This is an optimization exercise on Yosys and OpenROAD, whose aim is small area, a short achievable clock period and few clock cycles per item, not a production implementation. Where RTL was checked, it was by simulation tests only, not by an equivalence proof against the original. Power figures rest on the tool's default switching activity, not on a simulated workload.

Setup of old:
// ble_tx
module ble_tx (
    input  wire       clk,
    input  wire       rst,
    input  wire       start_valid,
    output wire       start_ready,
    input  wire [5:0] start_channel,
    input  wire [1:0] start_phy,
    input  wire [4:0] start_plen,
    input  wire       in_valid,
    output wire       in_ready,
    input  wire [7:0] in_data,
    output reg        out_valid,
    input  wire       out_ready,
    output reg  [7:0] out_data,
    output reg        out_last
);
Settings: LEC_CHECK=0, CAP_MARGIN=20, CORE_MARGIN=2, CORE_UTILIZATION=40, PLACE_DENSITY=0.6, SLEW_MARGIN=20; clock period 5.0 ns.
run.sh (not shown) runs the stock make flow with config.mk's settings and CLKGATE_MAP_FILE= SYNTH_SCRIPT=/design/flow/synth_recipe.tcl, a recipe that flattens the netlist after the stock synthesis.
Input changes introduced in new (baseline for comparison: old):
- SETUP_SLACK_MARGIN now 2.5, previously not set
- CTS_BUF_LIST now sky130_fd_sc_hd__clkbuf_4 sky130_fd_sc_hd__clkbuf_8, previously not set
==> comparison <==
- old → new: via count of the first global-routing pass rose by 2.5%; sequential share of layout area fell by 1.0 points; pin slew with the least headroom to its limit fell by 0.050 ns; clock group share of total power fell by 2.6 points.
- The flow did not stop early for new: all stages ran, and the layout cleared the timing, design-rule and antenna checks.
- From old to new the numbers moved as follows: share of the core filled with cells picked up an extra 0.90 points, share of power burned in combinational logic picked up an extra 1.2 points, worst setup slack picked up an extra 0.43 ns, synthesized cell count neither gained nor lost much.
- Non-clock buffer count: new vs old up 37%
No functional check of the RTL was part of any run of this note.

* * *

run E:
ble_tx, a different RTL version from the one above (not shown whole).
Size: roughly 1300 cells after synthesis, about 380 flip-flops, ~38 I/O pins, about 0.014 mm2 of cells after synthesis.
Settings: LEC_CHECK=0, CAP_MARGIN=20, CORE_MARGIN=2, CORE_UTILIZATION=40, CTS_BUF_LIST=sky130_fd_sc_hd__clkbuf_16, CTS_CLUSTER_DIAMETER=100, CTS_CLUSTER_SIZE=24, PLACE_DENSITY=0.6, SETUP_SLACK_MARGIN=2.6, SLEW_MARGIN=20; clock period 5.0 ns.
standard.sh (not shown) runs the stock make flow with config.mk's settings and CLKGATE_MAP_FILE= SYNTH_SCRIPT=/design/flow/synth_recipe.tcl, a recipe that flattens the netlist after the stock synthesis.
==> flow/flow/run.sh <==
#!/bin/bash
# The standard layout, with real buffers (not delay cells) on the ports.
set -euo pipefail
export BUFFER_PORTS_ARGS="-buffer_cell sky130_fd_sc_hd__buf_4"
bash standard.sh finish > layout.log 2>&1
Run E completed end to end with timing, DRC and antenna clean.
Testbench counts of run E, summed over its fixed seeds: cycles 42,368, packets 384.
Relative to run E, the following input files were edited for run D:
Settings: SETUP_SLACK_MARGIN changed from 2.6 to 2.7.
[summary]
Run D vs. run E: layout net count went up by about 1.2%. ~same power drawn by the sequential cells in run D and run E. Changes observed in run D relative to run E: layout overhead on the synthesized area rose by 1.8 points; overall power after layout has increased; proportion of power drawn by the clock network grew by 1.4 points. Between run E and run D, the cell count went up. Re clock power: run D is about 9% up on run E. Of run D and run E, the run reporting the lower critical path depth was run D. Run D does worse than run E on internal power. Changes observed in run D relative to run E: total detailed-routing wirelength roughly the same, required time at the worst-slack endpoint rose 0.21 ns.

* * *

Another version of the RTL of ble_tx (not shown whole).
For scale: roughly 1300 cells after synthesis, about 390 flip-flops, about 38 I/O pins, roughly 17000 µm² of cells after synthesis.
## ble_tx
module ble_tx (
    input  wire       clk,
    input  wire       rst,
    input  wire       start_valid,
    output wire       start_ready,
    input  wire [5:0] start_channel,
    input  wire [1:0] start_phy,
    input  wire [4:0] start_plen,
    input  wire       in_valid,
    output wire       in_ready,
    input  wire [7:0] in_data,
    output reg        out_valid,
    input  wire       out_ready,
    output reg  [7:0] out_data,
    output reg        out_last
);
    localparam [23:0] CRC_POLY = 24'h00065B;
    localparam [23:0] CRC_INIT = 24'h555555;
    function [7:0] rev8(input [7:0] x);
        integer b;
        begin
            for (b = 0; b < 8; b = b + 1)
                rev8[b] = x[7-b];
        end
    endfunction
    function [23:0] crc8(input [23:0] c, input [7:0] d);
        integer b;
        reg [23:0] r;
        begin
            r = c;
            for (b = 7; b >= 0; b = b - 1)
                r = {r[22:0], 1'b0} ^ ((r[23] ^ d[b]) ? CRC_POLY : 24'd0);
  ...
Settings: LEC_CHECK=0, CAP_MARGIN=20, CORE_MARGIN=2, CORE_UTILIZATION=40, CTS_BUF_LIST=sky130_fd_sc_hd__clkbuf_16, CTS_CLUSTER_DIAMETER=100, CTS_CLUSTER_SIZE=24, PLACE_DENSITY=0.6, SETUP_SLACK_MARGIN=2.5, SLEW_MARGIN=20; clock period 5.0 ns.
Scripts as last shown in full above: flow/flow/run.sh
The baseline ran to the end with no violations.
==> next run, changes <==
Settings changed: SETUP_SLACK_MARGIN 2.5 to 2.9.
Effect:
- non-clock buffer count goes up by 97
- wire length increases by roughly a tenth
- hold slack improved by 6.2 ps
- synthesized area does not change
- global-route usage went up by 0.97 points
==> next run, changes <==
Settings changed: SETUP_SLACK_MARGIN 2.9 to 2.7.
What happened:
- The new run finished clean
- final cell count shrinks by about 3%
- global-route usage is about the same
- clock skew shrinks by 3.4 ps
- combinational power shrinks by 21%
==> next run, changes <==
==> flow/run.sh (new file) <==
#!/bin/bash
# synth_recipe.tcl (not shown) runs the flow's synth.tcl, then flattens the netlist and writes it again
# the make line also repeats each setting of config.mk as NAME=value (left out here)
make -C /OpenROAD-flow-scripts/flow DESIGN_CONFIG=/design/flow/config.mk WORK_HOME=/design/flow/orfs CLKGATE_MAP_FILE= SYNTH_SCRIPT=/design/flow/synth_recipe.tcl finish
Settings changed: SETUP_SLACK_MARGIN 2.7 to 2.5.
removed: flow/flow/run.sh
removed: flow/standard.sh
=> Final area decreases slightly; global-route usage decreases by 0.64 points; final cell count decreases slightly; power decreases by a few percent; clock skew hardly moves; register-to-register slack degrades by 130 ps.
Function was not checked in any run of this note: the RTL went through the layout flow alone.

* * *

Another version of the RTL of ble_tx (not shown whole).
Size in the first run: about 380 flip-flops, about 38 I/O pins.
==> flow/config.mk <==
export PLATFORM = sky130hd
export DESIGN_NAME = ble_tx
export DESIGN_NICKNAME = ble_tx
export VERILOG_FILES = /design/flow/design.v
export SDC_FILE = /design/flow/constraint.sdc
export NUM_CORES = 4
export LEC_CHECK = 0
export CAP_MARGIN = 20
export CORE_MARGIN = 2
export CORE_UTILIZATION = 60
export CTS_BUF_LIST = sky130_fd_sc_hd__clkbuf_16
export CTS_CLUSTER_DIAMETER = 100
export CTS_CLUSTER_SIZE = 30
export PLACE_DENSITY = 0.75
export SETUP_SLACK_MARGIN = 2.5
export SLEW_MARGIN = 20
==> flow/constraint.sdc <==
create_clock -name core_clock -period 5.0 [get_ports {clk}]
set_input_delay 1.0000 -clock core_clock [delete_from_list [all_inputs] [get_ports {clk}]]
set_output_delay 1.0000 -clock core_clock [all_outputs]
set_load 0.01 [all_outputs]
run.sh (not shown) runs the stock make flow with config.mk's settings and CLKGATE_MAP_FILE= SYNTH_SCRIPT=/design/flow/synth_recipe.tcl, a recipe that flattens the netlist after the stock synthesis.
Stock flow here: none of the scripts above is used.
==> next run, changes <==
Settings changed: CORE_UTILIZATION 60 to 40, PLACE_DENSITY 0.75 to 0.6.
Power is higher by 1.7%.
Cell area is higher by 1.5%.
Non-clock buffer count falls by 1.
Routed wire length grows by 7.1%.
Setup slack gets better by 0.037 ns.
==> next run, changes <==
Settings changed: SETUP_SLACK_MARGIN 2.5 to 2.75.
Effect: Total power grows by 2.9%. Setup slack gets better by 0.0093 ns. Critical path depth stays the same. Wire length rose by 6.2%. Final cell count rises by about 4.3%. Die area stays the same.
No run of this note included a check of the RTL's function; only the layout flow was run.

## port drivers added, routing unchanged
The results above use ideal ports. As a check the final layouts listed here were re-extracted and re-timed, cells and wires unchanged.
Step 1, drivers: a clkbuf_16 drives clk and a buf_2 each remaining input, both assumed.
Step 2 times the ports against the registers' clock, not the clock port: input delays grow and output delays shrink by t, the midpoint of the rising clock arrivals with the driver on.
Three values: ideal ports, drivers, drivers and shift; two values: the first two.
run | shift t [ns] | slack for setup (ns) | worst register clock-pin slew, ns | cell pins on the clock port's net
old | 0.613 | 1.910 / 1.910 / 1.502 | 0.06 / 0.06 | 1
new | 0.722 | 2.341 / 2.344 / 1.622 | 0.07 / 0.07 | 1
run E | 0.587 | 2.717 / 2.721 / 2.158 | 0.10 / 0.10 | 1
run D | 0.587 | 2.744 / 2.744 / 2.265 | 0.10 / 0.10 | 1
the first run of note 3 | 0.611 | 2.554 / 2.554 / 2.554 | 0.10 / 0.10 | 1
the second run of note 3 | 0.603 | 2.616 / 2.616 / 2.616 | 0.10 / 0.10 | 1
the third run of note 3 | 0.609 | 2.659 / 2.659 / 2.659 | 0.11 / 0.11 | 1
the fourth run of note 3 | 0.605 | 2.530 / 2.514 / 2.294 | 0.10 / 0.10 | 1
the first run of note 4 | 0.579 | 2.505 / 2.505 / 2.305 | 0.12 / 0.12 | 1
the second run of note 4 | 0.575 | 2.542 / 2.529 / 2.129 | 0.11 / 0.11 | 1
the third run of note 4 | 0.599 | 2.551 / 2.551 / 2.325 | 0.12 / 0.12 | 1
After both steps setup and hold are still met in every run listed. The setup slack of new, which loses most, moves by +0.003 ns with the drivers and by -0.719 ns with both steps.
